This design comes from an exercise in tuning for small area, a short achievable clock period and few clock cycles on the open sky130 flow, not from production work. No run shown here included a check of the RTL's function; only the layout flow was run. Power figures rest on the tool's default switching activity, not on a simulated workload.

### design.v
module xvcd_clkdiv (
    input  wire        clk,
    input  wire        rst,           
    input  wire        in_valid,
    output wire        in_ready,
    input  wire [31:0] in_hz,         
    input  wire        in_hs,         
    output reg         out_valid,
    input  wire        out_ready,
    output wire [15:0] out_divisor,
    output wire [31:0] out_achieved,  
    output reg         out_base_high,
    output reg         out_clamped,
    output reg         out_err        
);
    localparam [22:0] M_STD = 23'd5_999_999;    
    localparam [2:0] S_IDLE  = 3'd0,
                     S_SETUP = 3'd1,    
                     S_DIV1  = 3'd2,    
                     S_DIV2  = 3'd3,    
                     S_TAB   = 3'd4,    
                     S_DONE  = 3'd5;
    reg  [2:0]  state;
    reg  [22:0] rem;         
    reg  [22:0] den;         
    reg  [24:0] quo;         
    reg  [4:0]  cnt;         
    reg         m_bit;       
    assign in_ready     = (state == S_IDLE);
    assign out_divisor  = den[15:0];
    wire [25:0] inc_c;
    assign inc_c[0] = 1'b1;
    genvar g;
    generate
        for (g = 0; g < 25; g = g + 1) begin : g_inc
            assign inc_c[g + 1] = inc_c[g] & quo[g];
        end
    endgenerate
    assign out_achieved = {7'd0, quo ^ inc_c[24:0]};
    function automatic ge_c(input [31:0] x, input [31:0] c);
        integer j;
        reg     r;
        begin
            r = 1'b1;
            for (j = 0; j < 32; j = j + 1)
                r = c[j] ? (x[j] & r) : (x[j] | r);
            ge_c = r;
        end
    endfunction
    wire ge_92    = ge_c(in_hz, 32'd92);
    wire ge_6m    = ge_c(in_hz, 32'd6_000_000);
    wire gt_6m    = ge_c(in_hz, 32'd6_000_001);
    wire gt_30m   = ge_c(in_hz, 32'd30_000_001);
    wire ge_30m   = ge_c(in_hz, 32'd30_000_000);
    wire ge_15m   = ge_c(in_hz, 32'd15_000_000);
    wire ge_10m   = ge_c(in_hz, 32'd10_000_000);
    wire ge_7m5   = ge_c(in_hz, 32'd7_500_000);
    wire high     = in_hs & gt_6m;
    wire [2:0] hdiv = ge_30m ? 3'd0 : ge_15m ? 3'd1 : ge_10m ? 3'd2 :
                      ge_7m5 ? 3'd3 : 3'd4;
    wire [22:0] lz_in = {quo[21:0], 1'b1};
    wire [23:0] above;                        
    assign above[23] = 1'b0;
    generate
        for (g = 22; g >= 0; g = g - 1) begin : g_above
            assign above[g] = above[g + 1] | lz_in[g];
        end
    endgenerate
    wire [22:0] lead = lz_in & ~above[23:1];   
    reg [4:0]  k_start;
    reg [22:0] rem_init;
    reg        m_init;
    integer    i;
    always @(*) begin
        k_start  = 5'd0;
        rem_init = 23'd0;
        m_init   = 1'b0;
        for (i = 0; i < 23; i = i + 1) begin
            k_start  = k_start  | ({5{lead[i]}} & (5'd22 - i[4:0]));
            rem_init = rem_init | ({23{lead[i]}} & (M_STD >> (23 - i)));
            m_init   = m_init   | (lead[i] & M_STD[22 - i]);
        end
    end
    wire [4:0]  cnt_dec = cnt - 5'd1;
    wire [23:0] rem_sh  = {rem, m_bit};
    wire [23:0] sb_b = {1'b1, ~den};
    wire [24:0] sb_c;
    assign sb_c[0] = (state != S_DIV2);
    generate
        for (g = 0; g < 24; g = g + 1) begin : g_sub
            assign sb_c[g + 1] = (rem_sh[g] & sb_b[g]) | ((rem_sh[g] | sb_b[g]) & sb_c[g]);
        end
    endgenerate
    wire [24:0] rem_sub = {~sb_c[24], rem_sh ^ sb_b ^ sb_c[23:0]};
    wire        q_bit   = sb_c[24];
    wire [22:0] rem_nxt = q_bit ? rem_sub[22:0] : rem_sh[22:0];
    wire [24:0] q_next  = {quo[23:0], q_bit};
    wire        last    = (cnt == 5'd0);
    wire        start2  = (state == S_DIV1) && last && (quo[23:2] != 22'd0);
    wire [2:0]  ti = den[2:0];
    wire [24:0] tab_std =
        ti[2] ? (ti[1] ? (ti[0] ? 25'd749_999   : 25'd857_142)
                       : (ti[0] ? 25'd999_999   : 25'd1_199_999))
              : (ti[1] ? (ti[0] ? 25'd1_499_999 : 25'd1_999_999)
                       : (ti[0] ? 25'd2_999_999 : 25'd5_999_999));
    wire [24:0] tab_high =
        ti[2] ? 25'd5_999_999
              : (ti[1] ? (ti[0] ? 25'd7_499_999 : 25'd9_999_999)
                       : (ti[0] ? 25'd14_999_999 : 25'd29_999_999));
    wire [24:0] tab = out_base_high ? tab_high : tab_std;
    always @(posedge clk) begin
        if (state == S_SETUP || start2) begin
            rem   <= rem_init;
            cnt   <= k_start;
            m_bit <= m_init;
        end else begin
            rem   <= rem_nxt;
            cnt   <= cnt_dec;
            m_bit <= M_STD[cnt_dec];
        end
    end
    always @(posedge clk) begin
        if (rst) begin
            state     <= S_IDLE;
            out_valid <= 1'b0;
        end else begin
            case (state)
            S_IDLE: begin
                if (in_valid) begin
                    out_err       <= !ge_92;
                    out_base_high <= high;
                    out_clamped   <= in_hs ? gt_30m : gt_6m;
                    if (!ge_92) begin
                        out_valid <= 1'b1;
                        state     <= S_DONE;
                    end else if (ge_6m) begin
                        den   <= high ? {20'd0, hdiv} : 23'd0;
                        state <= S_TAB;
                    end else begin
                        den   <= in_hz[22:0];
                        quo   <= {3'd0, in_hz[22:1]};
                        state <= S_SETUP;
                    end
                end
            end
            S_SETUP: begin
                quo   <= 25'd0;
                state <= S_DIV1;
            end
            S_DIV1: begin
                if (last) begin
                    den <= q_next[22:0];
                    quo <= 25'd0;
                    state <= start2 ? S_DIV2 : S_TAB;
                end else begin
                    quo <= q_next;
                end
            end
            S_DIV2: begin
                quo <= q_next;
                if (last) begin
                    out_valid <= 1'b1;
                    state     <= S_DONE;
                end
            end
            S_TAB: begin
                quo       <= tab;
                out_valid <= 1'b1;
                state     <= S_DONE;
            end
            S_DONE: begin
                if (out_ready) begin
                    out_valid <= 1'b0;
                    state     <= S_IDLE;
                end
            end
            default: state <= S_IDLE;
            endcase
        end
    end
endmodule
### run.sh
#!/bin/bash
# synth_recipe.tcl (not shown) runs the flow's synth.tcl, then flattens the netlist and writes it again
# the make line also repeats each setting of config.mk as NAME=value (left out here)
make -C /OpenROAD-flow-scripts/flow DESIGN_CONFIG=/design/flow/config.mk WORK_HOME=/design/flow/orfs CLKGATE_MAP_FILE= SYNTH_SCRIPT=/design/flow/synth_recipe.tcl finish
### config.mk
export PLATFORM = sky130hd
export DESIGN_NAME = xvcd_clkdiv
export DESIGN_NICKNAME = xvcd_clkdiv
export VERILOG_FILES = /design/flow/design.v
export SDC_FILE = /design/flow/constraint.sdc
export NUM_CORES = 4
export LEC_CHECK = 0
export CAP_MARGIN = 20
export CORE_MARGIN = 2
export CORE_UTILIZATION = 40
export PLACE_DENSITY = 0.6
export SLEW_MARGIN = 20
### constraint.sdc
create_clock -name core_clock -period 8.0 [get_ports {clk}]
set_input_delay 1.6000 -clock core_clock [delete_from_list [all_inputs] [get_ports {clk}]]
set_output_delay 1.6000 -clock core_clock [all_outputs]
set_load 0.01 [all_outputs]
==> run notes, run 1 <==
The flow ran to the end, but the layout failed its checks. In this run the layout check failures are setup timing. The number of antenna violations at the first check in global routing is 0. The share of total power dissipated in sequential elements is 0.301. The slack of the worst reg-to-reg path is -1.22 ns. The number of distinct library cells after synthesis came out at 76. The clock power share came out at 0.136. The async set-reset flop share out of synthesis is 0.

The switching share of total power came out at 0.439. The prevailing post-synth register cell is edfxtp_1. For the worst-skew pair, the clock arrives at the later sink with an insertion delay of 0.36 ns. The mean routed wirelength per cell came out at 20.6 µm. STA puts the critical path data required time at 8.21 ns. The maximum number of pins on one net before global-route repair came out at 50.

The HPWL after detailed placement is 15500 µm. Yosys mapped a number of flops with a built-in enable equal to 51. The die span in y came out at 134 µm. The share of synthesized area occupied by flip-flops and latches is 0.323. Summing all non-filler instances in the final layout gives an area of 8230 µm².

The worst hold path belongs to the class flip-flop to flip-flop. For this run, the detailed router's first-pass iteration total came to 5. The area of placed instances came out at 7790 µm². The floorplan die area came out at 18000 µm². Setup violations remaining at the end of the flow were counted as 25.

The final number of max-transition violations is 0. The wire length of the first global-routing pass is 33100 µm. The completed layout was analyzed and its total power is 2.99 mW. Registers take 2190 µm². The count of antenna diodes in the layout came out at 0. The worst path arrival time came out at 9.43 ns. The total routing usage reported by global routing is 0.238. The kind of capture point of the worst setup path is a flip-flop. The cell that appears most often on the critical path is fa_2. The clock slew seen by the registers of the worst setup and hold paths came out at 0.08 ns.

The congestion estimate from routability-driven global placement came to 0.914. The share of post-route cells with drive strength above 1 is 0.137. The area growth from synthesis to layout is 21.3%.

The cell type of the slowest stage on the worst timing path is fa_2. The maximum level of the CTS H-tree came out at 3. The boundary pin count is 90. The maximum cell stage delay along the critical path came out at 0.37 ns. The sum of routed wire length over all layers came out at 21300 µm.

The final-report hold violation count came out at 0. During placement, the flow inserted port buffers numbering 82. The routed layout has 6152 vias. The post-detailed-route DRC marker count came out at 0.

The mean post-synth cell area is 8.89 µm². The net switching power figure is 1.31 mW. The slack of the critical path came out at -1.22 ns. The TritonCTS clock tree is done.

The TritonCTS sink count came out at 84. The post-layout net count is 898. The standby leakage power came out at 3.06 nW. The layout filler cell count came out at 1579. STA classifies the critical path startpoint as a flip-flop. In this run the power density over the cells is 363 nW/µm². The cell count after synthesis came out at 763. The via count of the first global-routing pass came out at 5940. The initialized floorplan defines 47 standard-cell rows. Of the available clock period, the critical path in the final layout requires 1.15. The max-capacitance violation count came out at 0. The maximum ir drop on the vdd rail is 156 µV. The final critical-path required period is 9.22 ns. The horizontal die dimension came out at 134 µm.

For this run, the share of the core covered by cells in the final layout is 0.497. The synthesized design contains 84 register bits. The clock root buffer is clkbuf_16. The headroom to the max-slew limit is 0.237.

The multi-input logic area came out at 4260 µm². The critical path is of the flip-flop to flip-flop type. The remaining global-route overflow came out at 0.

The measured slew at the worst slew-check pin is 1.14 ns. The fmax came out at 108 MHz. The number of routed nets with antenna violations came out at 0. The setup skew after layout is 0.0146 ns. After synthesis the cells add up to 6790 µm². The floorplan step defined a core boundary enclosing 16600 µm².

The count of synthesis-stage warnings from yosys is 1. Along the worst path, the maximum fanout reaches 8. The combinational fraction of design power came out at 0.562.

The initial standard-cell utilization of the core is 0.409. The total clock buffers created by CTS came out at 9. The number of vias per cell came out at 5.97. Setup repair after global routing could not meet its margin everywhere. The maximum buffer depth of the clock tree is 2.

Internal power comes to 1.68 mW. The DRC marker count from the first detailed-route iteration came out at 500.
[placed cells by master, fill, tap and decap left out, drive strengths merged, types with 5 or more instances in the layout]
cell	n
clkdlybuf4s50	82
nor2	54
nand2	54
edfxtp	51
o21ai	51
a21oi	49
inv	46
ha	33
dfxtp	33
buf	27
mux2i	26
nand3	23
fa	23
a22o	21
nor3	21
a221oi	18
nand2b	13
a211oi	13
nor2b	12
nor4	12
a31oi	10
clkbuf	9
or3	8
conb	7
mux2	7
o211ai	6
nand4	6
nor3b	5
o311ai	5
[layout make-up]
cell class | instances | share of cell area
Timing Repair Buffer | 109 | 0.129
Tap cell | 220 | 0.0334
Clock buffer | 9 | 0.0274
Multi-Input combinational cell | 559 | 0.518
Sequential cell | 84 | 0.266
Clock inverter | 7 | 0.00699
Inverter | 42 | 0.0191
[cells in the mapped netlist, types with 5 or more instances]
library cell  number  area share
clkbuf_1          54       0.030
nand2_1           54       0.030
nor2_1            54       0.030
edfxtp_1          51        0.23
a21oi_1           49       0.036
o21ai_0           46       0.034
inv_1             42       0.023
dfxtp_1           33       0.097
ha_1              33       0.061
mux2i_1           26       0.038
buf_4             23       0.025
fa_1              23       0.068
nand3_1           23       0.017
a22o_1            21       0.027
nor3_1            19       0.014
a221oi_1          18       0.023
nand2b_1          13       0.012
a211oi_1          12       0.013
nor2b_1           12       0.011
a31oi_1           10      0.0092
nor4_1            10      0.0092
or3_1              8      0.0074
mux2_1             7       0.012
buf_2              6      0.0044
nand4_1            6      0.0055
o211ai_1           6      0.0066
nor3b_1            5      0.0055
o21ai_1            5      0.0037
[metrics by stage]
step	hold slack (ns)	TNS, ns	instances	setup WS (ns)
floorplan	0.457	-24.47	769	-1.05
global placement	0.474	-27.11	1009	-1.17
detailed placement	0.482	-28.62	1009	-1.25
CTS	0.503	-27.91	1031	-1.16
global route	0.544	-33.65	1030	-1.42
finish	0.498	-28.70	1030	-1.22
[state kept, by name, summed over array words and instances, names as in the netlist]
| name | cells |
|---|---|
| out_valid | 1 |
| out_base_high | 1 |
| quo | 25 |
| den | 23 |
| state | 3 |
| cnt | 5 |
| rem | 23 |
| out_err | 1 |
| m_bit | 1 |
| out_clamped | 1 |
[critical path, delay by kind of cell, from the launching register on]
kind | cells | cell delay, ns
DFF | 1 | 0.34
buffers and inverters | 4 | 0.38
adders and majority gates | 23 | 7.74
muxes | 1 | 0.07
and+or+nand+nor | 4 | 0.46
AOI/OAI and AO/OA | 1 | 0.05
[path summary, 6_finish.rpt]
check           start       to  cells past startpoint
max          state[2]   rem[6]                     33
min           rem[21]  rem[22]                      2
max reg2reg  state[2]   rem[6]                     33
min reg2reg   rem[21]  rem[22]                      2
[routing by layer]
layer,track usage,part of all wire,vias up
met5,0,0,-
met4,0.0936,0.028,0
met3,0.0302,0.047,39
met2,0.385,0.47,236
met1,0.324,0.45,2986
li1,-,-,2891
[timing repair]
action / 4_1_cts / 5_1_grt
endpoints found under the setup margin: 25 / 25
buffers inserted: 5 / 1
gates cloned: 2 / 0
resized for setup: 26 / 24
pin swaps: 6 / 1
hold endpoints to repair: 0 / 0
hold buffers: 0 / 0
[cell families (layout without fill, tap and decap cells)]
family | Yosys count | count (layout) | synth area share
AO/OA/AOI/OAI | 224 | 224 | 0.227
XOR/XNOR | 5 | 5 | 0.00645
adder cells (fa/ha/maj) | 56 | 56 | 0.129
buffers and inverters | 126 | 167 | 0.0835
flip-flops | 84 | 84 | 0.323
multiplexers | 33 | 33 | 0.0500
other | 1 | 7 | 0.000553
AND/OR/NAND/NOR | 234 | 234 | 0.181
[power by group through the flow]
stage	combinational (mW)	sequential [mW]	clock (mW)
after global routing	1.86	0.926	0.431
after global placement	1.44	0.892	0
after CTS	1.61	0.891	0.414
final	1.68	0.901	0.408
after floorplan	1.10	0.780	0
after detailed placement	1.49	0.894	0
==> run 2, diff against run 1 <==
--- a/design.v
+++ b/design.v
@@ -83,16 +83,9 @@
     end
     wire [4:0]  cnt_dec = cnt - 5'd1;
     wire [23:0] rem_sh  = {rem, m_bit};
-    wire [23:0] sb_b = {1'b1, ~den};
-    wire [24:0] sb_c;
-    assign sb_c[0] = (state != S_DIV2);
-    generate
-        for (g = 0; g < 24; g = g + 1) begin : g_sub
-            assign sb_c[g + 1] = (rem_sh[g] & sb_b[g]) | ((rem_sh[g] | sb_b[g]) & sb_c[g]);
-        end
-    endgenerate
-    wire [24:0] rem_sub = {~sb_c[24], rem_sh ^ sb_b ^ sb_c[23:0]};
-    wire        q_bit   = sb_c[24];
+    wire [25:0] rem_add = {1'b0, rem_sh, 1'b1} + {2'b11, ~den, state != S_DIV2};
+    wire [24:0] rem_sub = rem_add[25:1];
+    wire        q_bit   = !rem_sub[24];
     wire [22:0] rem_nxt = q_bit ? rem_sub[22:0] : rem_sh[22:0];
     wire [24:0] q_next  = {quo[23:0], q_bit};
     wire        last    = (cnt == 5'd0);
==> run 2 against run 1 <==
Against the previous run:
- now clean on timing, DRC and antenna
- cell area down 1.1%
- maximum frequency grew 24%
- sequential cell count unchanged
- non-clock buffer count fell by 19
- clock skew shrank 0.0051 ns
- hold slack barely moved
- cell count grew 9.3%
- via count grew 9.1%
- routed wire length rose by 6.1%
- critical path type is now flip-flop to primary output
==> run notes, run 2 <==
The largest individual stage delay along the critical path comes from the cell clkdlybuf4s50_1. In the layout the commonest cells are nand2_1, a21oi_1, clkdlybuf4s50_1. The area taken by flip-flops and latches came out at 2190 µm². STA puts the critical path data arrival time at 5.83 ns. The initial standard-cell utilization of the core is 0.409.

The horizontal die dimension is 137 µm. The wire length of the first global-routing pass is 34400 µm. Yosys mapped a number of flops with a built-in enable equal to 51. Together, buffers and inverters on the worst path number 1. The share of synthesized area occupied by flip-flops and latches is 0.311.

The via count of the first global-routing pass came to 6197. The mean post-synth cell area is 8.09 µm². The critical path is of the flip-flop to primary output type. The number of routed nets with antenna violations came out at 0. The area of the mapped netlist is 7050 µm². The count of antenna diodes in the layout is 0.

For this run, the slowest stage of the critical path takes 0.55 ns. The number of antenna violations at the first check in global routing is 0. The number of flip-flops under the largest register name came out at 25. The post-CTS resize count is 0. Broken down by cell family, the worst path's largest delay share belongs to adder cells. The final critical-path required period is 7.43 ns. The largest area contributor in the synthesized netlist is edfxtp_1.

The number of distinct library cells after synthesis is 73. Among all cell types in the netlist, the one instantiated most often is nand2_1. In the post-synthesis netlist, the biggest area contributors are edfxtp_1, ha_1, dfxtp_1. The maximum buffer depth of the clock tree came out at 2. The share of total power in sequential cells came out at 0.300. The first detailed-routing pass ran for 5 iterations. The multi-input logic area came out at 4310 µm². The worst path required time came out at 6.40 ns. The setup fix buffers added after clock tree synthesis is 0. By count the netlist is led by nand2_1, a21oi_1, nor2_1. The final number of max-transition violations is 0. The die is 137 µm tall.

The DRC marker count from the first detailed-route iteration came out at 547. Dividing total power by cell area gives a power density of 284 nW/µm². The total clock buffers created by CTS came out at 9. The setup skew after layout is 0.00950 ns. Buffers placed on the I/O ports in this run total 82. The most frequent standard cell in the layout excluding fill and tap cells is nand2_1. Based on the critical path, the design can be clocked at up to 135 MHz. Clock latency on the worst-skew pair, taken at its later pin, is 0.35 ns.

The maximum ir drop on the vdd rail came out at 201 µV. Adding up every negative setup slack in the final design gives 0 ns. The max-capacitance violation count came out at 0. The count of synthesis-stage warnings from yosys is 1. The tightest min-delay check is of the flip-flop to flip-flop type. The floorplan die area came out at 18700 µm². Among all flip-flop cells after synthesis, the most frequent one is edfxtp_1. Internal power comes to 1.37 mW. The placeable core region came out at 17200 µm². The clock slew seen by the registers of the worst setup and hold paths is 0.07 ns. Along the worst path, the maximum fanout reaches 3.

Setup repair after global routing left no endpoint under its margin. The largest registers in the layout are quo (25), den (23), rem (23). The boundary pin count came out at 90. The share of the synthesized area in the top cell type came out at 0.217. The standby leakage power is 3.15 nW.

The layout filler cell count is 1700. The number of instances in the synthesized netlist came out at 872. The area growth from synthesis to layout came out at 15.5%.

The final standard cell area without fillers is 8150 µm². The clock root buffer is clkbuf_16. The worst setup path is launched from a flip-flop.

The analysis attributes to net switching a power of 0.940 mW. STA classifies the critical path endpoint as a primary output. The final-report hold violation count is 0.

The slack of the critical path came out at 0.568 ns. The share of total power dissipated in the clock network is 0.198. The post-DP HPWL came out at 17000 µm. The flow ran to the end and the layout has no timing, DRC or antenna violations.

The post-layout net count came out at 990. The maximum level of the CTS H-tree came out at 3. The setup slack at placement came out at 0.950 ns. The sum of routed wire length over all layers is 22600 µm. The TritonCTS sink count came out at 84. TritonCTS built the clock tree. The final period utilization came out at 0.929. In the final layout, the share of cells above drive strength 1 is 0.0466. The number of synthesized register bits is 84. The switching share of total power is 0.407. The number of vias per cell is 5.96. The placer congestion estimate is 0.938. The total number of vias came out at 6711. The cell that appears most often on the critical path is ha_1. The floorplan has 48 rows. The total routing usage reported by global routing came out at 0.242. The number of hold buffers added after CTS came out at 0. The area of placed instances came out at 7820 µm². The async set-reset flop share out of synthesis came out at 0. The post-detailed-route DRC marker count is 0. The combinational fraction of design power is 0.502. The headroom to the max-slew limit is 0.328.

Setup violations remaining at the end of the flow were counted as 0. In the final routed layout, each cell accounts on average for 20.0 µm. Counting flops per register, the top entry is quo. Entering global routing, the biggest net connects 50 pins. The remaining global-route overflow came out at 0. The measured slew at the worst slew-check pin came out at 1.00 ns.
run 2: power by group through the flow:
stage                     registers [mW]  logic (mW)  clock network (mW)
after floorplan                    0.654       0.906                   0
after global placement             0.699        1.14                   0
after detailed placement           0.700        1.15                   0
after CTS                          0.692        1.15               0.466
after global routing               0.707        1.29               0.480
final                              0.694        1.16               0.458
run 2: per-stage QoR:
step | power (mW) | util | hold slack (ns) | instances
3_5_place_dp | 1.85 | 0.454 | 0.477 | 1110
3_3_place_gp | 1.84 | 0.454 | 0.476 | 1110
2_1_floorplan | 1.56 | - | 0.451 | 878
6_report | 2.31 | 0.473 | 0.499 | 1126
5_1_grt | 2.47 | 0.473 | 0.519 | 1126
4_1_cts | 2.31 | 0.473 | 0.494 | 1126
run 2: worst paths after layout:
check / endpoint / startpoint / cells after the start / slack, ns
worst min-delay path: rem[19] / rem[18] / 2 / 0.50
worst min register to register: rem[19] / rem[18] / 2 / 0.50
worst max register to register: rem[12] / den[2] / 12 / 3.88
worst max-delay path: out_achieved[24] / quo[1] / 25 / 0.57
run 2: routing by layer:
layer / share of wire / track usage / vias to the layer above
li1: - / - / 3253
met2: 0.47 / 0.393 / 272
met1: 0.44 / 0.325 / 3158
met5: 0 / 0 / -
met4: 0.027 / 0.0891 / 0
met3: 0.062 / 0.0374 / 28
run 2: worst min-delay path, cell delays in order (launching register included):
cell	delay (ns)
dfxtp_1	0.34
a31oi_1	0.08
o31ai_1	0.05
run 2: final cells by class:
cell class	count	area share
multi-input cells	668	0.529
flip-flops and latches	84	0.269
repair buffers	90	0.108
well taps	225	0.0346
clock buffers	9	0.0276
inverters	43	0.0198
clock inverters	7	0.0121
run 2: cell families after synthesis:
kind of cell             synth area share
adder cells (fa/ha/maj)             0.102
XOR/XNOR                           0.0248
multiplexers                       0.0142
other                            0.000532
AND/OR/NAND/NOR                     0.196
buffers and inverters              0.0857
flip-flops                          0.311
AO/OA/AOI/OAI                       0.265
==> run 3, diff against run 2 <==
--- a/design.v
+++ b/design.v
@@ -28,15 +28,16 @@
     reg         m_bit;       
     assign in_ready     = (state == S_IDLE);
     assign out_divisor  = den[15:0];
-    wire [25:0] inc_c;
+    assign out_achieved = {7'd0, quo};
+    wire [20:0] inc_c;
     assign inc_c[0] = 1'b1;
     genvar g;
     generate
-        for (g = 0; g < 25; g = g + 1) begin : g_inc
+        for (g = 0; g < 20; g = g + 1) begin : g_inc
             assign inc_c[g + 1] = inc_c[g] & quo[g];
         end
     endgenerate
-    assign out_achieved = {7'd0, quo ^ inc_c[24:0]};
+    wire [19:0] quo_inc = quo[19:0] ^ inc_c[19:0];
     function automatic ge_c(input [31:0] x, input [31:0] c);
         integer j;
         reg     r;
@@ -88,18 +89,19 @@
     wire        q_bit   = !rem_sub[24];
     wire [22:0] rem_nxt = q_bit ? rem_sub[22:0] : rem_sh[22:0];
     wire [24:0] q_next  = {quo[23:0], q_bit};
+    wire [24:0] q_fin   = q_bit ? {4'd0, quo_inc, 1'b0} : {4'd0, quo[19:0], 1'b1};
     wire        last    = (cnt == 5'd0);
     wire        start2  = (state == S_DIV1) && last && (quo[23:2] != 22'd0);
     wire [2:0]  ti = den[2:0];
     wire [24:0] tab_std =
-        ti[2] ? (ti[1] ? (ti[0] ? 25'd749_999   : 25'd857_142)
-                       : (ti[0] ? 25'd999_999   : 25'd1_199_999))
-              : (ti[1] ? (ti[0] ? 25'd1_499_999 : 25'd1_999_999)
-                       : (ti[0] ? 25'd2_999_999 : 25'd5_999_999));
+        ti[2] ? (ti[1] ? (ti[0] ? 25'd750_000   : 25'd857_143)
+                       : (ti[0] ? 25'd1_000_000   : 25'd1_200_000))
+              : (ti[1] ? (ti[0] ? 25'd1_500_000 : 25'd2_000_000)
+                       : (ti[0] ? 25'd3_000_000 : 25'd6_000_000));
     wire [24:0] tab_high =
-        ti[2] ? 25'd5_999_999
-              : (ti[1] ? (ti[0] ? 25'd7_499_999 : 25'd9_999_999)
-                       : (ti[0] ? 25'd14_999_999 : 25'd29_999_999));
+        ti[2] ? 25'd6_000_000
+              : (ti[1] ? (ti[0] ? 25'd7_500_000 : 25'd10_000_000)
+                       : (ti[0] ? 25'd15_000_000 : 25'd30_000_000));
     wire [24:0] tab = out_base_high ? tab_high : tab_std;
     always @(posedge clk) begin
         if (state == S_SETUP || start2) begin
@@ -120,6 +122,7 @@
             case (state)
             S_IDLE: begin
                 if (in_valid) begin
+                    quo           <= {3'd0, in_hz[22:1]};
                     out_err       <= !ge_92;
                     out_base_high <= high;
                     out_clamped   <= in_hs ? gt_30m : gt_6m;
@@ -131,7 +134,6 @@
                         state <= S_TAB;
                     end else begin
                         den   <= in_hz[22:0];
-                        quo   <= {3'd0, in_hz[22:1]};
                         state <= S_SETUP;
                     end
                 end
@@ -152,6 +154,7 @@
             S_DIV2: begin
                 quo <= q_next;
                 if (last) begin
+                    quo       <= q_fin;
                     out_valid <= 1'b1;
                     state     <= S_DONE;
                 end
--- a/config.mk
+++ b/config.mk
@@ -5,8 +5,10 @@
 export SDC_FILE = /design/flow/constraint.sdc
 export NUM_CORES = 4
 export LEC_CHECK = 0
+export ABC_CLOCK_PERIOD_IN_PS = 4000
 export CAP_MARGIN = 20
 export CORE_MARGIN = 2
 export CORE_UTILIZATION = 40
 export PLACE_DENSITY = 0.6
+export SETUP_SLACK_MARGIN = 4.0
 export SLEW_MARGIN = 20
==> run 3 against run 2 <==
Against the previous run:
- still clean on timing, DRC and antenna
- sequential cell count is the same
- hold slack gained 0.012 ns
- clock skew grew 0.0013 ns
- sequential share of layout area shrank 1.6 points
- core utilization grew 0.90 points
- clock-buffer cell count grew 2
- register-to-register slack gained 0.20 ns
- critical endpoint is now quo[20]
==> run notes, run 3 <==
The run finished with no timing, DRC or antenna violations. The setup skew after layout came out at 0.0108 ns. Of the cells placed in the final design, the portion with a size suffix greater than 1 is 0.0786. The largest area contributor in the synthesized netlist is edfxtp_1. The final-report hold violation count came to 0. quo holds more flip-flops than any other register. The worst path required time is 8.10 ns. In this run, synthesis produced a sequential element count of 84. The critical path is of the flip-flop to flip-flop type.

The sum of routed wire length over all layers is 25100 µm. After synthesis, the most frequently instantiated cells are nand2_1, a21oi_1, nor2_1. The layout filler cell count came out at 1729. The multi-input logic area is 4760 µm².

The slack of the critical path is 4.08 ns. The mean post-synth cell area came out at 7.98 µm². The placeable core region came out at 18000 µm². Wire segments on met2 add up to 10900 µm in the final route.

For this run, the total global-route usage over all layers was measured as 0.251. In this run the worst hold path is classified as flip-flop to flip-flop. The die is 139 µm wide. The largest registers in the layout are quo (25), den (23), rem (23). The port buffer count came out at 82.

The area of placed instances came out at 8160 µm². The via count of the first global-routing pass came out at 6647. The reg-to-reg critical path startpoint is quo[0]. Detailed routing inserted a total of 7229 vias. The congestion estimate from routability-driven global placement came to 0.967. Summed over all nets, the half-perimeter wirelength after detailed placement is 17900 µm. The setup slack at placement came out at 3.47 ns. The power density over the cells came out at 395 nW/µm². In the layout the commonest cells are nand2_1, a21oi_1, nor2_1. The count of flip-flops with a built-in enable after synthesis came out at 51. The count of antenna diodes in the layout is 0. STA puts the critical path data arrival time at 4.03 ns. The remaining global-route overflow is 0. The most frequent standard cell in the layout excluding fill and tap cells is nand2_1.

After synthesis the cells add up to 7320 µm². In this run the number of H-tree levels came out at 3. The summed negative setup slack over all endpoints is 0 ns. The post-detailed-route DRC marker count came out at 0. The root buffer cell chosen for the clock tree is clkbuf_16.

The register with the most flip-flops in the layout has 25 of them. The first-pass detailed-route iteration total is 5. Setup violations remaining at the end of the flow were counted as 0. The share of synthesized area occupied by flip-flops and latches is 0.299. For this run, the share of the core covered by cells in the final layout is 0.482. The boundary pin count is 90. The number of antenna violations at the first check in global routing is 0. The TritonCTS sink count is 84. Among all flip-flop cells after synthesis, the most frequent one is edfxtp_1. The die span in y is 139 µm.

The kind of capture point of the worst setup path is a flip-flop. The mean routed wirelength per cell came out at 21.2 µm. The routed length on met3 came out at 1760 µm.

The floorplan row count is 49. The clock slew seen by the registers of the worst setup and hold paths is 0.07 ns. The cell depth of the worst flop-to-flop path came out at 21. The number of distinct library cells after synthesis is 83. The most critical setup path has its endpoint at quo[20]. The number of vias per cell came out at 6.11. In this run the top signal layer used is met4. In this run the worst path has a maximum fanout of 2.

The floorplan step defined a die boundary enclosing 19400 µm². The async set-reset flop share out of synthesis is 0. The initial utilization of the core area, before any placement, comes to 0.408.

The post-layout net count is 1039. The area growth from synthesis to layout is 18.1%. The sum of routed wire segments on met1 is 11100 µm. By area the synthesized netlist is led by edfxtp_1, dfxtp_1, ha_1. Clock latency on the worst-skew pair, taken at its later pin, is 0.36 ns.

The measured slew at the worst slew-check pin came out at 1.11 ns. The TritonCTS clock tree is done. The count of synthesis-stage warnings from yosys is 1. The headroom to the max-slew limit came out at 0.256. The max-capacitance violation count is 0.

The worst register-to-register path ends at quo[20]. STA classifies the critical path startpoint as a flip-flop. The number of instances in the synthesized netlist is 917. The setup check on the worst reg-to-reg path leaves a slack of 4.08 ns. In this run, CTS created clock tree buffers numbering 9. The maximum number of pins on one net before global-route repair is 51. The most frequently used cell type in the post-synthesis netlist is nand2_1. The first global-routing pass estimated 38600 µm of wire. Setup repair after global routing left no endpoint under its margin.

The maximum buffer depth of the clock tree came out at 2. The DRC marker count from the first detailed-route iteration came out at 725. Across the VDD grid, the largest voltage drop is 217 µV. The standby leakage power came out at 3.33 nW. The count of nets left with antenna violations once routing finished came out at 0. Static timing analysis puts the maximum clock frequency at 255 MHz. The final period utilization came out at 0.491. The final critical-path required period is 3.92 ns.

The final number of max-transition violations is 0. The share of the synthesized area in the top cell type came out at 0.209. The area taken by flip-flops and latches is 2190 µm². Once layout is done, the placed cells without fillers occupy 8650 µm². The launch point of the critical path is quo[0].
-- run 3: metrics by stage --
stage          power (mW)  hold WS, ns  cells
2_1_floorplan        2.34        0.474    923
3_3_place_gp         2.94        0.509   1161
3_5_place_dp         2.94        0.498   1161
4_1_cts              3.36        0.514   1180
5_1_grt              3.68        0.569   1183
6_report             3.42        0.511   1183
-- run 3: metal layers --
layer | vias to the layer above | track usage
li1 | 3432 | -
met2 | 365 | 0.381
met3 | 78 | 0.0282
met1 | 3354 | 0.355
met5 | - | 0
met4 | 0 | 0.127
-- run 3: kinds of logic after synthesis --
kind of cell	count (synthesis)	synth area share
XOR/XNOR	22	0.0263
AO/OA/AOI/OAI	292	0.261
buffers and inverters	131	0.0854
flip-flops	84	0.299
other	1	0.000512
adder cells (fa/ha/maj)	54	0.0930
AND/OR/NAND/NOR	315	0.209
multiplexers	18	0.0246
-- run 3: power breakdown --
| group | leakage [nW] | switching (mW) | internal [mW] |
|---|---|---|---|
| clock | 0.127 | 0.185 | 0.209 |
| sequential | 0.761 | 0.279 | 0.688 |
| combinational | 2.44 | 1.17 | 0.883 |
-- run 3: worst min-delay path by stage --
stage | start | to | slack [ns] | cells after the start
2_1_floorplan | rem[10] | rem[11] | 0.47 | 2
3_3_place_gp | out_valid | out_valid | 0.51 | 2
3_5_place_dp | out_valid | out_valid | 0.50 | 2
4_1_cts | out_valid | out_valid | 0.51 | 2
5_1_grt | rem[10] | rem[11] | 0.57 | 2
6_report | out_valid | out_valid | 0.51 | 2
-- run 3: repair_timing --
item / in CTS / in global routing
cloned: 0 / 0
pin swaps: 2 / 4
hold buffers: 0 / 0
setup endpoints to repair: 29 / 49
setup buffers: 3 / 3
gates resized for setup: 7 / 25
-- run 3: area by class of cell --
| class | count | share of cell area |
|---|---|---|
| clock buffer | 11 | 0.0269 |
| clock inverter | 5 | 0.00347 |
| inverter | 48 | 0.0216 |
| multi-input combinational | 708 | 0.550 |
| sequential | 84 | 0.253 |
| tap | 229 | 0.0331 |
| timing repair buffer | 98 | 0.112 |
-- run 3: critical path, stage by stage (launching register included) --
cell and delay [ns]:
edfxtp_1 0.47, ha_2 0.21, ha_2 0.16, ha_2 0.16, ha_2 0.17, ha_2 0.17
ha_2 0.17, ha_2 0.18, ha_4 0.17, ha_4 0.16, ha_4 0.15, ha_4 0.15
ha_4 0.15, ha_4 0.15, ha_4 0.15, ha_4 0.16, ha_4 0.16, ha_4 0.15
ha_4 0.14, nand3_1 0.07, xnor2_1 0.12, o21ai_1 0.07
==> run 4, diff against run 3 <==
--- a/config.mk
+++ b/config.mk
@@ -5,10 +5,10 @@
 export SDC_FILE = /design/flow/constraint.sdc
 export NUM_CORES = 4
 export LEC_CHECK = 0
-export ABC_CLOCK_PERIOD_IN_PS = 4000
+export ABC_CLOCK_PERIOD_IN_PS = 3000
 export CAP_MARGIN = 20
 export CORE_MARGIN = 2
 export CORE_UTILIZATION = 40
 export PLACE_DENSITY = 0.6
-export SETUP_SLACK_MARGIN = 4.0
+export SETUP_SLACK_MARGIN = 5.0
 export SLEW_MARGIN = 20
==> run 4 against run 3 <==
Against the previous run:
- clock-buffer cell count did not move
- critical path type unchanged
- area after synthesis did not move
- routed wire length grew 9.2%
- hold slack gained 0.0038 ns
==> run notes, run 4 <==
The flow ran to the end and the layout has no timing, DRC or antenna violations. Entering global routing, the biggest net connects 51 pins. In the synthesized netlist, the cells that appear most often are nand2_1, a21oi_1, nor2_1.

Relative to the synthesized area, the layout overhead comes to 33.2%. The floorplan step defined a core boundary enclosing 18000 µm². In this run the worst hold path is classified as flip-flop to flip-flop. The wire length of the first global-routing pass came out at 41100 µm.

The maximum level of the CTS H-tree is 3. The cell family contributing the most delay on the critical path is adder cells. The worst register-to-register path begins at quo[1]. The floorplan die area came out at 19400 µm². Counting along the longest clock path gives a buffer depth of 2. The mean post-synth cell area is 7.98 µm². The tightest hold path in the finished design has a slack of 0.514 ns. Across every metal layer, demand over resource in global routing totals 0.270. Detailed placement finished with a half-perimeter wire length of 18300 µm. The prevailing post-synth register cell is edfxtp_1.

The mean routed wirelength per cell is 21.9 µm. The final number of max-transition violations is 0. TritonCTS created 9 clock buffers. The number of routed nets with antenna violations is 0.

The kind of capture point of the worst setup path is a flip-flop. Buffers inserted to repair hold after CTS numbered 0. The multi-input logic area is 5230 µm².

The share of synthesized area occupied by flip-flops and latches is 0.299. The number of instances in the synthesized netlist is 917. Of all cell types, the one taking the most synthesized area is edfxtp_1.

The most frequently used cell type in the post-synthesis netlist is nand2_1. At the worst endpoint, the required time is 8.12 ns. Setup violations remaining at the end of the flow were counted as 0. The floorplan has 49 rows. The clock slew seen by the registers of the worst setup and hold paths came out at 0.06 ns. The initial standard-cell utilization of the core came out at 0.408. Pin placement for this block handled 90 I/O pins.

The placer congestion estimate came out at 0.937. Along the worst hold path, the cell count comes to 2. The sum of routed wire length over all layers is 27400 µm. The layout filler cell count came out at 1676. The die span in y is 139 µm. The worst hold path begins at out_valid. The top cell types in the final layout, fill and taps aside, are nand2_1, a21oi_1, nor2_1. The path with the worst hold slack has its endpoint at out_valid.

Clock tree synthesis found a total of 84 sinks. The measured slew at the worst slew-check pin is 0.618 ns. The DRC marker count from the first detailed-route iteration is 942. The clock latency on the worst-skew pair is 0.36 ns. The horizontal die dimension is 139 µm.

The slack of the critical path came out at 4.14 ns. The library cell used most frequently in the layout, excluding fill and tap cells, is nand2_1. The TritonCTS clock tree is done. The slack of the worst reg-to-reg path is 4.14 ns. The share of post-route cells with drive strength above 1 is 0.218. The highest fanout seen on the critical path came out at 2.

The async set-reset flop share out of synthesis is 0. The number of antenna diodes in the final layout is 0. The cell depth of the worst flop-to-flop path came out at 21.

The critical path is of the flip-flop to flip-flop type. The setup skew after layout is 0.00677 ns. The final period utilization came out at 0.483.

The maximum cell stage delay along the critical path came out at 0.46 ns. In this run the tightest slew margin relative to its limit is 0.586. The number of flip-flops under the largest register name is 25. Excluding fillers, the count of instances in the completed layout stands at 1254. The cell count after placement is 1162. The post-detailed-route DRC marker count came out at 0.

The standby leakage power is 3.87 nW. The fmax is 259 MHz. The total overflow left after global routing is 0. The summed negative setup slack over all endpoints came out at 0 ns. The count of flip-flops with a built-in enable after synthesis is 51. The register ranked first by flip-flop count is quo. The largest registers in the layout are quo (25), den (23), rem (23). The total number of vias came out at 7721. By area the synthesized netlist is led by edfxtp_1, dfxtp_1, ha_1. The port buffer count came out at 82. The number of synthesized register bits came out at 84. The clock root buffer is clkbuf_16.

The number of antenna violations at the first check in global routing came to 0. The netlist uses 83 different library cells. The count of synthesis-stage warnings from yosys is 1.

The share of the synthesized area in the top cell type is 0.209. The area of the mapped netlist came out at 7320 µm². The number of buffers and inverters on the critical path is 0.

The cell with the most instances on the worst path is ha_4. The via count of the first global-routing pass came out at 7205. The number of vias per cell is 6.16. The post-layout net count came out at 1110. The maximum ir drop on the vdd rail came out at 226 µV. The worst setup path is launched from a flip-flop. The max-capacitance violation count came out at 0. The endpoint identified for the worst register-to-register timing path is quo[20]. The final critical-path required period came out at 3.86 ns. The setup slack at placement is 3.52 ns.

Among all stages on the critical path, the largest delay is contributed by edfxtp_1. Setup repair after global routing could not meet its margin everywhere. The first-pass detailed-route iteration total came out at 5. The area taken by flip-flops and latches came out at 2200 µm².

The final-report hold violation count came to 0. Walking the worst path, the cells encountered are ha_2, ha_4, ha_4, ha_4, ha_4, ha_4, ha_4, ha_4, ha_4, ha_4, ha_4, ha_4, ha_4, ha_4, ha_4, ha_4, ha_4, ha_4, nand3_4, xnor2_2, o21ai_1. The completed layout was analyzed and its total power is 3.92 mW.

The worst path arrival time is 3.98 ns. For this design the ratio of total power to cell area is 402 nW/µm².
run 4: area by class of cell:
type	instances	area share
Timing Repair Buffer	165	0.160
Inverter	48	0.0203
Tap cell	229	0.0294
Clock buffer	11	0.0239
Sequential cell	84	0.225
Clock inverter	5	0.00539
Multi-Input combinational cell	712	0.536
run 4: repair_timing:
action,in CTS,in global routing
setup buffers,58,12
resized for setup,124,68
gates cloned,5,1
pin swaps,29,25
setup endpoints to repair,127,96
run 4: routing by layer:
metal  share of wire  vias up  global-route usage
met5               0        -                   0
met4           0.041        0               0.113
met3           0.073       74              0.0406
met2            0.46      359               0.426
met1            0.43     3707               0.371
li1                -     3581                   -
run 4: how the worst max path moves through the flow:
stage               end  cells after the start      start  slack, ns
2_1_floorplan   quo[20]                     21     quo[1]       4.22
3_5_place_dp   state[2]                      8  in_hz[27]       3.52
4_1_cts         quo[20]                     21     quo[0]       4.16
5_1_grt         quo[20]                     21     quo[1]       4.11
3_3_place_gp   state[2]                      8  in_hz[27]       3.56
6_report        quo[20]                     21     quo[1]       4.14
run 4: per-stage QoR:
step | util | instance area (µm²)
final | 0.543 | 9760
after global routing | 0.543 | 9760
after CTS | 0.525 | 9440
after detailed placement | 0.468 | 8410
after global placement | 0.468 | 8410
after floorplan | - | 7710
run 4: power breakdown:
| group | switching [mW] | total (mW) | internal, mW |
|---|---|---|---|
| registers | 0.151 | 0.839 | 0.688 |
| logic | 1.48 | 2.65 | 1.18 |
| clock network | 0.185 | 0.425 | 0.241 |
run 4: cell families (layout without fill, tap and decap cells):
kind of cell               count (synthesis)  in the layout  synth area share
AOI/OAI and AO/OA                        292            292             0.261
xor gates and xnor gates                  22             22            0.0263
adders and majority gates                 54             54            0.0930
buffers and inverters                    131            229            0.0854
DFF                                       84             84             0.299
muxes                                     18             18            0.0246
other                                      1              7          0.000512
and+or+nand+nor                          315            319             0.209
run 4: tightest hold or removal path: cells and delay by family, from the launching register on:
family	cells	cell delay, ns
compound gates	1	0.11
simple gates	1	0.05
flops	1	0.31
==> run 5, diff against run 4 <==
--- a/design.v
+++ b/design.v
@@ -14,19 +14,19 @@
     output reg         out_err        
 );
     localparam [22:0] M_STD = 23'd5_999_999;    
-    localparam [2:0] S_IDLE  = 3'd0,
-                     S_SETUP = 3'd1,    
-                     S_DIV1  = 3'd2,    
-                     S_DIV2  = 3'd3,    
-                     S_TAB   = 3'd4,    
-                     S_DONE  = 3'd5;
-    reg  [2:0]  state;
+    localparam [1:0] S_WAIT = 2'd0,     
+                     S_DIV1 = 2'd1,     
+                     S_DIV2 = 2'd2,     
+                     S_TAB  = 2'd3;     
+    reg  [1:0]  state;
     reg  [22:0] rem;         
     reg  [22:0] den;         
     reg  [24:0] quo;         
     reg  [4:0]  cnt;         
     reg         m_bit;       
-    assign in_ready     = (state == S_IDLE);
+    wire waiting = (state == S_WAIT);
+    assign in_ready     = waiting && (!out_valid || out_ready);
+    wire accept         = in_valid && in_ready;
     assign out_divisor  = den[15:0];
     assign out_achieved = {7'd0, quo};
     wire [20:0] inc_c;
@@ -34,7 +34,7 @@
     genvar g;
     generate
         for (g = 0; g < 20; g = g + 1) begin : g_inc
-            assign inc_c[g + 1] = inc_c[g] & quo[g];
+            assign inc_c[g + 1] = &quo[g:0];
         end
     endgenerate
     wire [19:0] quo_inc = quo[19:0] ^ inc_c[19:0];
@@ -59,7 +59,7 @@
     wire high     = in_hs & gt_6m;
     wire [2:0] hdiv = ge_30m ? 3'd0 : ge_15m ? 3'd1 : ge_10m ? 3'd2 :
                       ge_7m5 ? 3'd3 : 3'd4;
-    wire [22:0] lz_in = {quo[21:0], 1'b1};
+    wire [22:0] lz_in = waiting ? in_hz[22:0] : {quo[21:0], 1'b1};
     wire [23:0] above;                        
     assign above[23] = 1'b0;
     generate
@@ -95,16 +95,16 @@
     wire [2:0]  ti = den[2:0];
     wire [24:0] tab_std =
         ti[2] ? (ti[1] ? (ti[0] ? 25'd750_000   : 25'd857_143)
-                       : (ti[0] ? 25'd1_000_000   : 25'd1_200_000))
+                       : (ti[0] ? 25'd1_000_000 : 25'd1_200_000))
               : (ti[1] ? (ti[0] ? 25'd1_500_000 : 25'd2_000_000)
                        : (ti[0] ? 25'd3_000_000 : 25'd6_000_000));
     wire [24:0] tab_high =
         ti[2] ? 25'd6_000_000
-              : (ti[1] ? (ti[0] ? 25'd7_500_000 : 25'd10_000_000)
+              : (ti[1] ? (ti[0] ? 25'd7_500_000  : 25'd10_000_000)
                        : (ti[0] ? 25'd15_000_000 : 25'd30_000_000));
     wire [24:0] tab = out_base_high ? tab_high : tab_std;
     always @(posedge clk) begin
-        if (state == S_SETUP || start2) begin
+        if (waiting || start2) begin
             rem   <= rem_init;
             cnt   <= k_start;
             m_bit <= m_init;
@@ -116,36 +116,33 @@
     end
     always @(posedge clk) begin
         if (rst) begin
-            state     <= S_IDLE;
+            state     <= S_WAIT;
             out_valid <= 1'b0;
         end else begin
             case (state)
-            S_IDLE: begin
-                if (in_valid) begin
-                    quo           <= {3'd0, in_hz[22:1]};
+            S_WAIT: begin
+                if (out_ready)
+                    out_valid <= 1'b0;
+                if (accept) begin
+                    quo           <= 25'd0;
+                    den           <= in_hz[22:0];
                     out_err       <= !ge_92;
                     out_base_high <= high;
                     out_clamped   <= in_hs ? gt_30m : gt_6m;
                     if (!ge_92) begin
                         out_valid <= 1'b1;
-                        state     <= S_DONE;
                     end else if (ge_6m) begin
                         den   <= high ? {20'd0, hdiv} : 23'd0;
                         state <= S_TAB;
                     end else begin
-                        den   <= in_hz[22:0];
-                        state <= S_SETUP;
+                        state <= S_DIV1;
                     end
                 end
             end
-            S_SETUP: begin
-                quo   <= 25'd0;
-                state <= S_DIV1;
-            end
             S_DIV1: begin
                 if (last) begin
-                    den <= q_next[22:0];
-                    quo <= 25'd0;
+                    den   <= q_next[22:0];
+                    quo   <= 25'd0;
                     state <= start2 ? S_DIV2 : S_TAB;
                 end else begin
                     quo <= q_next;
@@ -156,21 +153,14 @@
                 if (last) begin
                     quo       <= q_fin;
                     out_valid <= 1'b1;
-                    state     <= S_DONE;
+                    state     <= S_WAIT;
                 end
             end
-            S_TAB: begin
+            default: begin   
                 quo       <= tab;
                 out_valid <= 1'b1;
-                state     <= S_DONE;
+                state     <= S_WAIT;
             end
-            S_DONE: begin
-                if (out_ready) begin
-                    out_valid <= 1'b0;
-                    state     <= S_IDLE;
-                end
-            end
-            default: state <= S_IDLE;
             endcase
         end
     end
--- a/config.mk
+++ b/config.mk
@@ -5,10 +5,10 @@
 export SDC_FILE = /design/flow/constraint.sdc
 export NUM_CORES = 4
 export LEC_CHECK = 0
-export ABC_CLOCK_PERIOD_IN_PS = 3000
+export ABC_CLOCK_PERIOD_IN_PS = 3500
 export CAP_MARGIN = 20
 export CORE_MARGIN = 2
 export CORE_UTILIZATION = 40
 export PLACE_DENSITY = 0.6
-export SETUP_SLACK_MARGIN = 5.0
+export SETUP_SLACK_MARGIN = 4.5
 export SLEW_MARGIN = 20
==> run 5 against run 4 <==
Against the previous run:
- routed wire length shrank 3.7%
- maximum frequency grew 5.7%
- first-iteration DRC count shrank 6.9%
- worst setup slack gained 0.21 ns
- sequential power grew 5.8%
- largest cell class unchanged
==> run notes, run 5 <==
The floorplan has 49 rows. The area of the mapped netlist came out at 7300 µm². The critical path in this run is classified as input port to primary output. The final-report hold violation count is 0.

In the synthesized netlist the dominant register cell turns out to be edfxtp_1. The mean post-synth cell area is 7.93 µm². The adder-cell share of the synthesized area came out at 0.0747. The clock power share is 0.124.

The share of total power in sequential cells came out at 0.231. The largest individual stage delay along the critical path comes from the cell nand2b_4. STA classifies the critical path startpoint as an input port. The run finished with no timing, DRC or antenna violations. The worst hold path begins at rem[15]. The first-pass detailed-route iteration total is 6. The maximum level of the CTS H-tree is 3. The post-detailed-route DRC marker count came out at 0. After synthesis, the largest family of logic cells by area is compound AO/OA/AOI/OAI gates.

The library cells used most frequently in the layout, excluding fill and tap cells, are nand2_1, nor2_1, a21oi_1. The cell family contributing the most delay on the critical path is buffers and inverters. Traced cell by cell, the critical path runs through buf_6, nand2b_4, nand2_4, inv_2, buf_6.

In this run the standard cell core region covers 18000 µm². The count of synthesis-stage warnings from yosys is 1. The standby leakage power is 3.48 nW. Global routing finished with a remaining overflow of 0. The clock root buffer is clkbuf_16. Setup repair after global routing could not meet its margin everywhere. The mean routed wirelength per cell came out at 21.7 µm. The initial standard-cell utilization of the core is 0.406.

Dividing total power by cell area gives a power density of 432 nW/µm². The number of distinct library cells after synthesis is 84. The wire length of the first global-routing pass came out at 39400 µm. Summed over all instances, the cell type with the most area after synthesis is edfxtp_1. The power after layout came out at 3.84 mW.

The number of stages on the worst setup path came out at 5. The number of instances in the synthesized netlist came out at 921. The clock latency on the worst-skew pair is 0.36 ns. Across every metal layer, demand over resource in global routing totals 0.259. In this run the deepest clock path goes through 2 buffers. The synthesized-area fraction occupied by and/or/nand/nor cells is 0.240.

The most frequent standard cell in the layout excluding fill and tap cells is nand2_1. The floorplan step set the die height to 139 µm. The max-capacitance violation count came out at 0. The total of endpoints with negative setup slack in the final report is 0.

CTS saw 83 sinks. Once routing completed, OpenROAD measured the worst setup slack at 4.35 ns. Of the cells placed in the final design, the portion with a size suffix greater than 1 is 0.128. The summed negative setup slack over all endpoints came out at 0 ns. The number of antenna violations at the first check in global routing is 1. The placer congestion estimate is 0.898. The area growth from synthesis to layout is 21.8%. In this run the remaining antenna-violating nets after routing total 0. The most critical setup path has its startpoint at out_ready. The register with the most flip-flops in the layout has 25 of them.

The cell-internal power came out at 1.98 mW. The count of flip-flops with a built-in enable after synthesis is 51. The fmax is 274 MHz.

The setup slack at placement is 3.52 ns. The reg-to-reg critical path startpoint is den[1]. The final layout contains routed wiring with a total length of 26400 µm. Detailed placement finished with a half-perimeter wire length of 18600 µm. The most frequently used cell type in the post-synthesis netlist is nand2_1.

TritonCTS built the clock tree. The maximum cell stage delay along the critical path came out at 0.14 ns. The headroom to the max-slew limit came out at 0.359.

The portion of synthesized area spent on multiplexers is 0.0291. The largest registers in the layout are quo (25), den (23), rem (23). In the final design database the tool counted 1064 nets.

For this run, asynchronously set or reset flops after synthesis account for 0. Of the total power, the share spent switching nets is 0.484. Of the total synthesized cell area, the portion taken by XOR and XNOR cells is 0.0252. The maximum number of pins on one net before global-route repair came out at 53. The number of synthesized register bits came out at 83. The worst path required time came out at 6.40 ns.

The detailed router finished its first iteration with 877 violations. The cell depth of the worst hold path came out at 2. After clock tree synthesis, the clock-pin slew on the worst setup and hold paths is 0.06 ns. The horizontal die dimension came out at 139 µm. STA puts the critical path data arrival time at 2.05 ns. The number of vias per cell came out at 6.14. The cell that appears most often on the critical path is buf_6.

The register ranked first by flip-flop count is quo. In this run the count of I/O pins placed on the die edge is 90. The number of cells on the worst reg-to-reg path is 11.

The fraction of the mapped netlist area in compound gates is 0.252. The share of synthesized area occupied by flip-flops and latches is 0.298. The port buffer count is 82. At the pin with the least slew margin, the transition time is 0.961 ns. The commonest cells after synthesis are nand2_1, nor2_1, a21oi_1. Buffers inserted during clock tree synthesis total 9. The worst-case IR drop observed on VDD is 330 µV. In this run the worst path has a maximum fanout of 2.

The share of the synthesized area in the top cell type came out at 0.210. The worst setup path is captured at a primary output. The combinational fraction of design power is 0.645. The via count of the first global-routing pass is 6916. The number of buffers and inverters on the critical path is 3.

At the end of the flow the core is filled with cells to 0.495. The setup skew after layout came out at 0.00921 ns. The floorplan die area is 19300 µm².

The total number of vias is 7486. Yosys attributes the largest share of cell area to edfxtp_1, dfxtp_1, ha_1. The final period utilization is 0.456. The path type of the worst min-delay path is flip-flop to flip-flop. The routed design could run at a clock period as short as 3.65 ns. The final number of max-transition violations came out at 0.

The net switching power figure is 1.86 mW.
==> run 5: final timing paths <==
| path | end | slack (ns) |
|---|---|---|
| worst min register to register | rem[16] | 0.49 |
| worst max-delay path | in_ready | 4.35 |
| worst max register to register | quo[9] | 4.62 |
| worst min-delay path | rem[16] | 0.49 |
==> run 5: timing repair <==
action	4_1_cts	5_1_grt
pin swaps	2	10
buffers inserted	8	15
endpoints found under the setup margin	91	50
hold buffers	0	0
gates resized for setup	69	34
cloned	2	3
==> run 5: through the flow <==
stage	cell area, µm²	hold slack [ns]	cells
CTS	8670	0.491	1200
detailed placement	8140	0.485	1174
global route	8890	0.510	1218
finish	8890	0.488	1219
floorplan	7360	0.460	927
global placement	8140	0.471	1174
==> run 5: routing by layer <==
metal / GRT usage / wire length (µm) / vias to the layer above
li1: - / - / 3514
met1: 0.360 / 11500 / 3552
met2: 0.414 / 12200 / 363
met3: 0.0369 / 1920 / 57
met4: 0.0914 / 851 / 0
met5: 0 / 0 / -
==> run 5: power by group through the flow <==
stage | Combinational [mW] | Clock [mW] | Sequential, mW
final | 2.48 | 0.478 | 0.888
after global routing | 2.71 | 0.494 | 0.904
after CTS | 2.30 | 0.475 | 0.881
after detailed placement | 2.22 | 0 | 0.898
after global placement | 2.21 | 0 | 0.900
after floorplan | 1.67 | 0 | 0.807
==> run 5: kinds of logic (layout without fill, tap and decap cells) <==
kind of cell | count (synthesis) | in the layout
compound gates | 274 | 275
mux | 21 | 21
xor+xnor | 21 | 21
flops | 83 | 83
fa+ha+maj | 43 | 43
simple gates | 354 | 355
buf+inv | 124 | 184
other cells | 1 | 8
==> run 5: layout make-up <==
| cell class | count | area (µm²) |
|---|---|---|
| well taps | 229 | 287 |
| multi-input cells | 722 | 4800 |
| repair buffers | 116 | 1080 |
| flip-flops and latches | 83 | 2170 |
| inverters | 52 | 206 |
| clock inverters | 4 | 51.3 |
| clock buffers | 12 | 289 |
| diodes | 1 | 2.50 |
| fillers | 1773 | 9070 |
==> run 5: worst min-delay path: cells and delay by family, from the launching register on <==
| family | cells | cell delay [ns] |
|---|---|---|
| compound gates | 1 | 0.07 |
| flops | 1 | 0.31 |
| simple gates | 1 | 0.06 |
==> run 6, diff against run 5 <==
--- a/config.mk
+++ b/config.mk
@@ -5,10 +5,10 @@
 export SDC_FILE = /design/flow/constraint.sdc
 export NUM_CORES = 4
 export LEC_CHECK = 0
-export ABC_CLOCK_PERIOD_IN_PS = 3500
+export ABC_CLOCK_PERIOD_IN_PS = 4000
 export CAP_MARGIN = 20
 export CORE_MARGIN = 2
 export CORE_UTILIZATION = 40
 export PLACE_DENSITY = 0.6
-export SETUP_SLACK_MARGIN = 4.5
+export SETUP_SLACK_MARGIN = 4.0
 export SLEW_MARGIN = 20
==> run 6 against run 5 <==
Against the previous run:
- hold slack improved by 0.0042 ns
- routed wire length fell by 5.5%
- area after synthesis unchanged
- cell count down 1.6%
- first-iteration DRC count down 13%
- critical endpoint is now den[1]
- largest cell class unchanged
==> run notes, run 6 <==
The flow ran to the end and the layout has no timing, DRC or antenna violations. Counting buffers and inverters, the worst setup path is 9 cells deep. The cell depth of the worst hold path came out at 2. Setup repair after global routing could not meet its margin everywhere. The via count of the first global-routing pass came out at 6669. The count of antenna diodes in the layout is 0. The TritonCTS sink count is 83. In this run the tightest slew margin relative to its limit is 0.340. In this design, the critical path's most frequently occurring cell is or3_1. The synthesized netlist occupies a cell area of 7300 µm². The prevailing post-synth register cell is edfxtp_1. In the layout the commonest cells are nand2_1, nor2_1, clkdlybuf4s50_1.

The clock slew seen by the registers of the worst setup and hold paths is 0.07 ns. Counting instances in the post-synthesis netlist gives the leading cell types as nand2_1, nor2_1, a21oi_1. The standby leakage power is 3.31 nW. Dividing the final minimum period by the clock period gives 0.483. The mean post-synth cell area came out at 7.93 µm².

In this design, the largest share of critical-path delay is due to simple AND/OR/NAND/NOR gates. The share of the synthesized area in the top cell type is 0.210. The area taken by flip-flops and latches is 2170 µm².

The region available for standard cell placement spans 18000 µm². The number of antenna violations at the first check in global routing is 1. The post-detailed-route DRC marker count is 0.

The number of distinct library cells after synthesis came out at 84. In the routed layout, each cell is associated on average with a via count of 6.02. Row generation in the floorplan step produced 49 rows.

The total number of vias is 7218. In the final routed layout, each cell accounts on average for 20.8 µm. The number of buffers and inverters on the critical path is 1. The summed negative setup slack over all endpoints came out at 0 ns.

In the final design database the tool counted 1046 nets. At the worst endpoint, the required time is 8.12 ns. The area growth from synthesis to layout came out at 17.0%. In the post-synthesis netlist, the cell with the most instances is nand2_1. Summed over all layers, the global routing overflow is 0. The total clock buffers created by CTS is 9.

The count of flip-flops with a built-in enable after synthesis came out at 51. In the final layout, the multi-input gates occupy 4630 µm². TritonCTS built the clock tree. The critical path in this run is classified as input port to flip-flop. The measured slew at the worst slew-check pin is 0.988 ns. The async set-reset flop share out of synthesis is 0. Walking the worst path, the cells encountered are clkdlybuf4s50_1, or3_1, or3_1, nor4b_2, o311ai_0, and2_1, nand3_1, o221ai_1, o21a_1.

The cell depth of the worst flop-to-flop path is 11. The horizontal die dimension is 139 µm. Across all hold checks on the routed design, the worst slack comes to 0.492 ns. The layout filler cell count is 1835. The register ranked first by flip-flop count is quo. The final-report hold violation count came out at 0. The number of flip-flops under the largest register name is 25. In this run the power density over the cells is 424 nW/µm². The maximum number of pins on one net before global-route repair came out at 53. The post-DP HPWL is 18700 µm. Max-cap violations in this run came to 0. The die span in y is 139 µm.

The total routing usage reported by global routing came out at 0.254. During placement, the flow inserted port buffers numbering 82. In this run the register-to-register setup slack is 4.28 ns.

The share of synthesized area occupied by flip-flops and latches is 0.298. The startpoint identified for the worst register-to-register timing path is den[1]. The sum of routed wire length over all layers came out at 25000 µm. Once detail routing completed, the nets flagged for antenna violations numbered 0. The maximum cell stage delay along the critical path is 0.52 ns.

The largest registers in the layout are quo (25), den (23), rem (23). The wire length of the first global-routing pass is 38500 µm. Subtracting the final worst setup slack from the clock period gives 3.86 ns.

The fmax came out at 259 MHz. The number of instances in the synthesized netlist came out at 921. The endpoint of the worst register-to-register path is quo[13]. In the final layout, the share of cells above drive strength 1 is 0.0742. The clock latency on the worst-skew pair came out at 0.36 ns. 90 I/O pins were placed. In this run the worst path has a maximum fanout of 4.

The setup skew after layout is 0.00894 ns. The placer congestion estimate is 0.888. The maximum level of the CTS H-tree came out at 3.

The launch point of the critical path is in_hz[4]. The first-pass detailed-route iteration total came out at 5. The final number of max-transition violations is 0.

Of all cell types, the one taking the most synthesized area is edfxtp_1. The DRC marker count from the first detailed-route iteration came out at 765. The worst setup path is launched from an input port. After synthesis the netlist holds a flip-flop and latch count of 83. The maximum ir drop on the vdd rail is 296 µV. Among all stages on the critical path, the largest delay is contributed by clkdlybuf4s50_1. The initial standard-cell utilization of the core is 0.406. By area the synthesized netlist is led by edfxtp_1, dfxtp_1, ha_1. The number of hold buffers added after CTS came out at 0. The count of synthesis-stage warnings from yosys is 1. The path class of the tightest hold or removal check is flip-flop to flip-flop. STA classifies the critical path endpoint as a flip-flop. The most frequent standard cell in the layout excluding fill and tap cells is nand2_1. Clock tree synthesis selected as its root buffer the cell clkbuf_16. The maximum buffer depth of the clock tree is 2. The worst path arrival time is 3.98 ns. Setup violations remaining at the end of the flow were counted as 0. The critical path ends at den[1]. The floorplan die area came out at 19300 µm².
[run 6: cell counts after synthesis]
Identical to the previous run, type by type.
[run 6: how the worst min path moves through the flow]
stage,from,end
floorplan,rem[15],rem[16]
global placement,rem[15],rem[16]
detailed placement,rem[15],rem[16]
CTS,rem[15],rem[16]
global route,rem[15],rem[16]
finish,rem[15],rem[16]
[run 6: cell families (layout without fill, tap and decap cells)]
group | Yosys count | after routing | share of synthesized area
AND/OR/NAND/NOR | 354 | 354 | 0.240
adder cells (fa/ha/maj) | 43 | 43 | 0.0747
multiplexers | 21 | 21 | 0.0291
XOR/XNOR | 21 | 21 | 0.0252
AO/OA/AOI/OAI | 274 | 274 | 0.252
flip-flops | 83 | 83 | 0.298
buffers and inverters | 124 | 168 | 0.0806
other | 1 | 7 | 0.000514
[run 6: worst register-to-register path, stage by stage (launching register included)]
cell and delay, ns:
edfxtp_1 0.52, inv_1 0.32, ha_1 0.33, a21oi_1 0.18
o21ai_2 0.14, a21oi_4 0.25, o2111ai_4 0.22, a2111oi_4 0.36
buf_6 0.38, or2b_2 0.28, nor2_2 0.11, a311o_1 0.38
[run 6: per-layer routing]
| layer | routed length (µm) | part of all wire | track usage |
|---|---|---|---|
| met2 | 11400 | 0.46 | 0.397 |
| met5 | 0 | 0 | 0 |
| met1 | 11200 | 0.45 | 0.354 |
| met3 | 1800 | 0.072 | 0.0535 |
| met4 | 588 | 0.024 | 0.0776 |
[run 6: cell type report]
class                      instances  area share
tap                              229      0.0335
inverter                          52      0.0233
multi-input combinational        720       0.542
clock buffer                      11      0.0272
timing repair buffer             100       0.113
clock inverter                     5     0.00630
sequential                        83       0.254
[run 6: per-stage QoR]
step,instance area [µm²],worst slack [ns],power (mW),std cells,utilization
floorplan,7340,4.24,2.47,927,-
finish,8540,4.14,3.62,1200,0.475
global placement,8130,3.45,3.12,1176,0.453
CTS,8440,3.94,3.56,1193,0.470
global route,8540,3.98,3.90,1200,0.475
detailed placement,8130,3.38,3.11,1176,0.453
[run 6: what timing repair did]
action                     4_1_cts  5_1_grt
pin swaps                        0        1
gates resized for setup         11       16
buffers inserted                 1        7
cloned                           0        0
setup endpoints to repair       32       32
[run 6: power by group]
part	internal (mW)	switching, mW	leakage, nW
Clock	0.241	0.188	0.133
Combinational	0.938	1.37	2.42
Sequential	0.668	0.217	0.762
Total	1.85	1.77	3.31

re-timing with driven ports:
The results above use ideal ports. As a check the final layouts listed here were re-extracted and re-timed, cells and wires unchanged.
Step 1 assumes that a clkbuf_16 drives the clock port and a buf_2 every other input.
Step 2, shift: input delay + t, output delay - t, t = (earliest + latest rising clock arrival at the registers) / 2. This alone moves slack from input paths to output paths.
Slacks: ideal / step 1 / step 2; pairs: ideal / step 1.
| run | t, ns | setup slack, ns | worst register clock-pin slew, ns |
|---|---|---|---|
| run 1 | 0.396 | -1.217 / -1.217 / -1.217 | 0.08 / 0.08 |
| run 2 | 0.396 | 0.568 / 0.521 / 0.916 | 0.07 / 0.07 |
| run 3 | 0.394 | 4.076 / 4.076 / 3.739 | 0.07 / 0.07 |
| run 4 | 0.403 | 4.139 / 4.139 / 4.139 | 0.07 / 0.07 |
| run 5 | 0.404 | 4.348 / 4.317 / 4.131 | 0.07 / 0.07 |
| run 6 | 0.397 | 4.137 / 4.158 / 3.762 | 0.07 / 0.07 |
The setup slack of run 6, which loses most, moves by +0.021 ns with the drivers and by -0.375 ns with both steps.
